From an optimization exercise on the open Yosys and OpenROAD flow, aimed at small area, a short achievable clock period and few clock cycles per item; shortcuts taken in it are not production practice. In this exercise RTL edits were held to simulation tests only and were not proved equivalent to the original. Power and IR drop assume default switching activity.

### flow/run.sh
#!/bin/bash
# synth_recipe.tcl (not shown) runs the flow's synth.tcl, then flattens the netlist and writes it again
# the make line also repeats each setting of config.mk as NAME=value (left out here)
make -C /OpenROAD-flow-scripts/flow DESIGN_CONFIG=/design/flow/config.mk WORK_HOME=/design/flow/orfs CLKGATE_MAP_FILE= SYNTH_SCRIPT=/design/flow/synth_recipe.tcl finish
### flow/config.mk
export PLATFORM = sky130hd
export DESIGN_NAME = fwi_arith
export DESIGN_NICKNAME = fwi_arith
export VERILOG_FILES = /design/flow/design.v
export SDC_FILE = /design/flow/constraint.sdc
export NUM_CORES = 4
export LEC_CHECK = 0
export CAP_MARGIN = 20
export CORE_MARGIN = 2
export CORE_UTILIZATION = 25
export PLACE_DENSITY = 0.35
export SETUP_SLACK_MARGIN = 5
export SLEW_MARGIN = 20
### flow/constraint.sdc
create_clock -name core_clock -period 10.0 [get_ports {clk}]
set_input_delay 2.0000 -clock core_clock [delete_from_list [all_inputs] [get_ports {clk}]]
set_output_delay 2.0000 -clock core_clock [all_outputs]
set_load 0.01 [all_outputs]
### flow/design.v
module fwi_arith (
    input  wire         clk,
    input  wire         rst,       
    input  wire         start,
    input  wire [2:0]   op,
    input  wire [247:0] a,
    input  wire [247:0] b,
    output wire         ready,
    output reg          done,
    output reg  [247:0] result,
    output reg          eq,
    output reg          lt
);
    localparam W = 248;
    localparam S_FIRST = 3'd0;
    localparam S_MSTEP = 3'd1;
    localparam S_MFIN  = 3'd2;
    localparam S_ALIGN = 3'd3;
    localparam S_DSTEP = 3'd4;
    reg           busy;
    reg  [2:0]    st;
    reg           o_as, o_mul, o_div, o_cmp;    
    reg           cin;                          
    reg  [W:0]    X;       
    reg  [W+7:0]  Y;       
    reg  [W-1:0]  C;       
    reg           cprev;   
    reg  [7:0]    cnt;     
    assign ready = ~busy;
    wire [W:0]    yo = Y[W:0] ^ {(W+1){X[W]}};
    wire [W:0]    ap = X ^ yo;
    wire [W:0]    ag = X & yo;
    reg  [255:0]  G, P;
    integer       i, l;
    always @* begin
        G = 256'd0;
        P = 256'd0;
        G[W:0] = ag;
        P[W:0] = ap;
        G[0] = ag[0] | (ap[0] & cin);
        for (l = 1; l < 256; l = l * 2)
            for (i = 0; i < 256; i = i + 1)
                if (((i / l) % 2) == 1) begin
                    G[i] = G[i] | (P[i] & G[(i / l) * l - 1]);
                    P[i] = P[i] & P[(i / l) * l - 1];
                end
    end
    wire [W:0]    sum  = ap ^ {G[W-1:0], cin};
    wire          neg  = sum[W];                  
    wire          x_eq = &ap[W-1:0];              
    wire          x_zero = ~|X[W-1:0];
    wire          b_zero = &Y[W-1:0];             
    wire [31:0]   nzx, nzy;
    genvar gi;
    generate
        for (gi = 0; gi < 32; gi = gi + 1) begin : g_nz
            if (gi < 31) begin : g_x
                assign nzx[gi] = |X[8*gi+7:8*gi];
            end else begin : g_x31
                assign nzx[gi] = 1'b0;
            end
            assign nzy[gi] = ~&Y[8*gi+7:8*gi];
        end
    endgenerate
    reg  [31:0]   sfx;    
    integer       k;
    always @* begin
        sfx[31] = nzx[31];
        for (k = 30; k >= 0; k = k - 1)
            sfx[k] = sfx[k+1] | nzx[k];
    end
    wire          y_fits = ~|(nzy & ~sfx);
    wire          y_fits4 = ~|(nzy[27:0] & ~sfx[31:4]) & ~|nzy[31:28];
    wire          d_lo = &Y[W+7:W];
    wire          one0 = C[0] ^ cprev;
    wire          two0 = (C[1] & ~C[0] & ~cprev) | (~C[1] & C[0] & cprev);
    wire          neg0 = C[1];
    wire          one1 = C[2] ^ C[1];
    wire          two1 = (C[3] & ~C[2] & ~C[1]) | (~C[3] & C[2] & C[1]);
    wire          neg1 = C[3];
    wire [W-1:0]  m0  = result;
    wire [W-1:0]  m1  = {result[W-2:0], 1'b0};
    wire [W-1:0]  m2  = {result[W-3:0], 2'b0};
    wire [W-1:0]  m3  = {result[W-4:0], 3'b0};
    wire [W-1:0]  pp0 = (({W{one0}} & m0) | ({W{two0}} & m1)) ^ {W{neg0}};
    wire [W-1:0]  pp1 = (({W{one1}} & m2) | ({W{two1}} & m3)) ^ {W{neg1}};
    wire [W-1:0]  s1  = X[W-1:0] ^ Y[W-1:0] ^ pp0;
    wire [W-1:0]  c1  = {((X[W-2:0] & Y[W-2:0]) | (X[W-2:0] & pp0[W-2:0]) |
                          (Y[W-2:0] & pp0[W-2:0])), neg0};
    wire [W-1:0]  ms  = s1 ^ c1 ^ pp1;
    wire [W-1:0]  mc  = {((s1 & c1) | (s1 & pp1) | (c1 & pp1)), neg1};
    wire          c_last = ~|C[W-1:3];
    always @(posedge clk) begin
        if (rst) begin
            busy <= 1'b0;
            done <= 1'b0;
        end else begin
            done <= 1'b0;
            if (!busy) begin
                if (start) begin
                    busy  <= 1'b1;
                    st    <= S_FIRST;
                    o_as  <= (op == 3'd0) | (op == 3'd1);
                    o_mul <= (op == 3'd2);
                    o_div <= (op == 3'd3);
                    o_cmp <= (op != 3'd0) & (op != 3'd1) & (op != 3'd2) & (op != 3'd3);
                    cin   <= (op != 3'd0) & (op != 3'd2);
                    X     <= {1'b0, a};
                    Y     <= (op == 3'd0) ? {8'h00, b} : {8'hff, ~b};
                end
            end else begin
                case (st)
                    S_FIRST: begin
                        if (o_as) begin
                            result <= sum[W-1:0];
                            busy   <= 1'b0;
                            done   <= 1'b1;
                        end else if (o_cmp) begin
                            eq   <= x_eq;
                            lt   <= neg;
                            busy <= 1'b0;
                            done <= 1'b1;
                        end else if (o_mul) begin
                            result <= y_fits ? X[W-1:0] : ~Y[W-1:0];
                            C      <= y_fits ? ~Y[W-1:0] : X[W-1:0];
                            cprev  <= 1'b0;
                            X      <= {(W+1){1'b0}};
                            Y      <= {(W+8){1'b0}};
                            cin    <= 1'b0;
                            if (x_zero | b_zero) st <= S_MFIN;
                            else                 st <= S_MSTEP;
                        end else begin  
                            result <= {W{1'b0}};
                            Y      <= {Y[W-1:0], 8'hff};
                            cnt    <= 8'd8;
                            st     <= S_ALIGN;
                            if (b_zero | neg) begin
                                busy <= 1'b0;
                                done <= 1'b1;
                            end
                        end
                    end
                    S_MSTEP: begin
                        X      <= {1'b0, ms};
                        Y      <= {8'd0, mc};
                        result <= {result[W-5:0], 4'd0};
                        C      <= {4'd0, C[W-1:4]};
                        cprev  <= C[3];
                        if (c_last) st <= S_MFIN;
                    end
                    S_MFIN: begin
                        result <= sum[W-1:0];
                        busy   <= 1'b0;
                        done   <= 1'b1;
                    end
                    S_ALIGN: begin
                        if (y_fits4) begin
                            Y   <= {Y[W-25:0], 32'hffffffff};
                            cnt <= cnt + 8'd32;
                        end else if (y_fits) begin
                            Y   <= {Y[W-1:0], 8'hff};
                            cnt <= cnt + 8'd8;
                        end else begin
                            Y   <= {1'b1, Y[W+7:1]};
                            cnt <= cnt - 8'd1;
                            st  <= S_DSTEP;
                        end
                    end
                    default: begin  
                        if (d_lo) begin
                            X   <= sum;
                            cin <= ~neg;
                        end
                        result <= {result[W-2:0], d_lo & ~neg};
                        Y      <= {1'b1, Y[W+7:1]};
                        cnt    <= cnt - 8'd1;
                        if (cnt == 8'd0) begin
                            busy <= 1'b0;
                            done <= 1'b1;
                        end
                    end
                endcase
            end
        end
    end
endmodule
==> impl_metrics.csv <==
group,metric,value,unit
run_status,status,"finished clean",
yosys,syn_area_per_cell,7.87,um2
timing,fin_crit,5.18,ns
timing,fin_tns_setup,0,ns
yosys,synth_largest_area_cell,"edfxtp_1",
critical_path,slowest_delay,0.44,ns
placed_design,io_buffer_count,753,
global_route,grt_pass1_vias,108860,
critical_path,cp.required,10.62,ns
yosys,ys_warn_count,1,
global_route,grt_pass1_wl,948,mm
critical_path,worstSetupPathType,"register to register",
clocking,clk_pin_slew,0.06,ns
timing,hold_viol,0,
yosys,netlist_instances,13501,
timing,setup_viol,0,
yosys,synth_flop_cell,"edfxtp_1",
detailed_routing,totalWireLength,709,mm
power,leakage,45.9,nW
placed_design,dp_hpwl,481,mm
critical_path,worstPathMaxFanout,13,
yosys,yosys.area.top_type_share,28.8,%
timing,slew_headroom,14.0,%
floorplanning,rows,239,
detailed_routing,wl_per_cell,36.6,um
timing,fmax,0.193,GHz
worst_hold_path,hp-class,"register to register",
finish,syn_to_final_growth,22.7,%
clocking,cts_buffers,163,
placed_design,gp_congestion,0.928,
floorplanning,io_pins,754,
finish,fin_cells,19367,
critical_path,arrival,5.80,ns
yosys,synth_cell_types,86,
yosys,synthArstFlopShare,0,%
clocking,holdBufCountCts,0,
finish,final_nets,14824,
clocking,cts.sinks,1021,
finish,drive_gt1_share,10.2,%
detailed_routing,dr_total_vias,115394,
clocking,htree_levels,4,
floorplanning,die_x,656,um
detailed_routing,drc,0,
power,power_density,174,nW/um2
clocking,cts_tree,"yes",
detailed_routing,viasPerCell,5.96,
yosys,synth-seq-cells,1021,
floorplanning,core-area,423000,um2
detailed_routing,drtIter0Drc,14615,
yosys,synth_enable_flop_cells,1019,
clocking,cts_root_buffer,"clkbuf_16",
floorplanning,start_util,25.1,%
timing,grt_setup_unrepaired,"yes",
critical_path,cp-start-kind,"register",
global_route,track_usage,31.0,%
timing,post-route-period-util,51.8,%
placed_design,dp_cells,18762,
timing,worst_pin_slew,1.29,ns
yosys,syn_nets,14759,
critical_path,critPathTopFamily,"compound AO/OA/AOI/OAI gates",
run,max_cap_violations,0,
critical_path,ff2ff_setup_slack,4.82,ns
global_route,grt_max_degree,200,
global_route,antenna_found_initial,46,
clocking,clock_latency,0.94,ns
detailed_routing,first_pass_iters,24,
timing,finalMaxSlewViolations,0,
global_route,grt_overflow,0,
critical_path,end_kind,"register",
yosys,synth_area_leaders,"edfxtp_1, fa_1, o21ai_0, a21oi_1, nand2_1",
critical_path,slowest_stage,"or3_4",
yosys,seq_area_frac_synth,28.8,%
floorplanning,die_area,430000,um2
floorplanning,die_h,656,um
critical_path,crit_path_cell_trace,"buf_6, buf_16, buf_16, buf_16, xor2_1, ha_1, o21ai_0, o21a_1, o31ai_1, a41o_1, a2bb2oi_2, buf_4, or3_4, a211oi_4, buf_12, buf_6, nor3_4, buf_12, buf_12, o31ai_2, xnor2_1, a221o_1",
critical_path,crit_buf_inv,9,
power,irDropWorstVdd,0.000130,V
yosys,synth_area,106000,um2
timing,skew,0.0746,ns
clocking,cts_max_path_buffers,4,
detailed_routing,antenna_left,0,
[layer usage]
| layer | GRT usage (%) | vias up | share of wire, % |
|---|---|---|---|
| met1 | 42.2 | 58715 | 42 |
| met4 | 16.7 | 10 | 6.5 |
| met5 | 0 | - | 0.0080 |
| met3 | 5.10 | 1242 | 8.2 |
| li1 | - | 48954 | - |
| met2 | 46.8 | 6473 | 43 |
[cells in the mapped netlist (all sizes together) (9+ instances only)]
cell       n
a211o     19
a211oi   264
a21boi    11
a21o      55
a21oi   1354
a221o     24
a221oi    26
a222oi    21
a22oi    480
a311o     30
a31oi    170
and2      20
and3      19
buf      247
clkbuf  1289
edfxtp  1019
fa       503
ha       253
inv      579
maj3      31
mux2i     12
nand2   1778
nand2b    35
nand3     69
nand4    131
nor2    1250
nor2b     10
nor3     155
nor3b     13
nor4     137
o211ai   187
o21a     288
o21ai   1529
o21bai    20
o221ai   514
o22ai     39
o311ai    12
o31a      11
o31ai     31
or2       20
or3       29
or4        9
xnor2    367
xor2     345
[cell type report]
| cell class | instances | area, um2 |
|---|---|---|
| Antenna cell | 12 | 30.0 |
| Clock buffer | 203 | 4250 |
| Clock inverter | 88 | 1050 |
| Fill cell | 45097 | 293000 |
| Inverter | 579 | 2210 |
| Multi-Input combinational cell | 10374 | 70800 |
| Sequential cell | 1021 | 30600 |
| Tap cell | 5663 | 7090 |
| Timing Repair Buffer | 1427 | 14300 |
[worst register-to-register path, delay by kind of cell, from the launching register on]
family          cells  cell delay [ns]
xor+xnor            2             0.27
compound gates      8             1.84
flops               1             0.42
simple gates        2             0.49
fa+ha+maj           1             0.35
buf+inv             9             1.53
[flip-flops by register name (all words and copies together) (netlist names)]
register	flops
result	248
o_mul	1
Y	256
eq	1
cin	1
cnt	8
C	248
lt	1
X	249
busy	1
done	1
st	3
o_as	1
cprev	1
o_cmp	1
[where the power goes]
group	switching, W	internal [W]
Sequential	0.000789	0.00534
Combinational	0.00655	0.00382
Clock	0.00261	0.00356
[final timing paths]
kind                              from  endpoint  cells past startpoint
worst min-delay path            C[215]    C[211]                      2
worst min register to register  C[215]    C[211]                      2
worst max-delay path            X[248]    X[243]                     22
worst max register to register  X[248]    X[243]                     22
[placed cells by master (no fill, tap or decap), drive strengths merged, types with 503 or more instances in the layout]
cell              n
inv             583
buf             658
nor2           1250
clkdlybuf4s50   753
edfxtp         1019
a21oi          1354
fa              503
nand2          1778
o221ai          514
o21ai          1529
[through the flow]
step	area, um2	power, W	util [%]	worst slack (ns)	hold slack [ns]
after floorplan	106000	0.0113	-	1.13	0.522
after global placement	119000	0.0152	28.0	2.38	0.541
after detailed placement	119000	0.0153	28.0	2.46	0.542
after CTS	127000	0.0219	30.0	4.89	0.552
after global routing	130000	0.0235	30.8	4.73	0.583
final	130000	0.0227	30.8	4.82	0.544
[repair_timing]
item / CTS / global route
gates resized for setup: 295 / 393
pin swaps: 95 / 244
gates cloned: 22 / 12
endpoints found under the setup margin: 1373 / 547
setup buffers: 121 / 146
[cells by family (layout without fill, tap and decap cells)]
| logic type | count (synthesis) | after routing | synth area share, % |
|---|---|---|---|
| buf+inv | 2115 | 2297 | 7.50 |
| simple gates | 3688 | 3696 | 14.4 |
| compound gates | 5158 | 5159 | 30.4 |
| flops | 1021 | 1021 | 28.8 |
| fa+ha+maj | 787 | 787 | 12.7 |
| other cells | 0 | 12 | 0 |
| mux | 20 | 20 | 0.198 |
| xor+xnor | 712 | 712 | 5.87 |
Testbench counts, summed over its fixed seeds: cycles 29,555, items 1,920.

-- what the ideal ports hide --
How much do the figures lean on ideal ports? The routed layout below was timed once more, with nothing changed but the port constraints.
Step 1 (the two cells are an assumption about what drives the block):
set clk [get_ports {clk}]
set_driving_cell -lib_cell sky130_fd_sc_hd__clkbuf_16 $clk
set_driving_cell -lib_cell sky130_fd_sc_hd__buf_2 [delete_from_list [all_inputs] $clk]
Step 2 also shifts input and output timing later by t, the mid clock arrival at the registers, as if the neighbouring blocks saw the same clock.
Three values: ideal ports, drivers, drivers and shift; two values: the first two.
t (ns): 1.020
slack for setup (ns): 4.824 / 4.824 / 4.387
latest minus earliest clock arrival (ns): 0.075 / 0.074
After both steps setup and hold are still met in this run. The setup slack of this run moves by 0.000 ns with the drivers and by -0.437 ns with both steps.
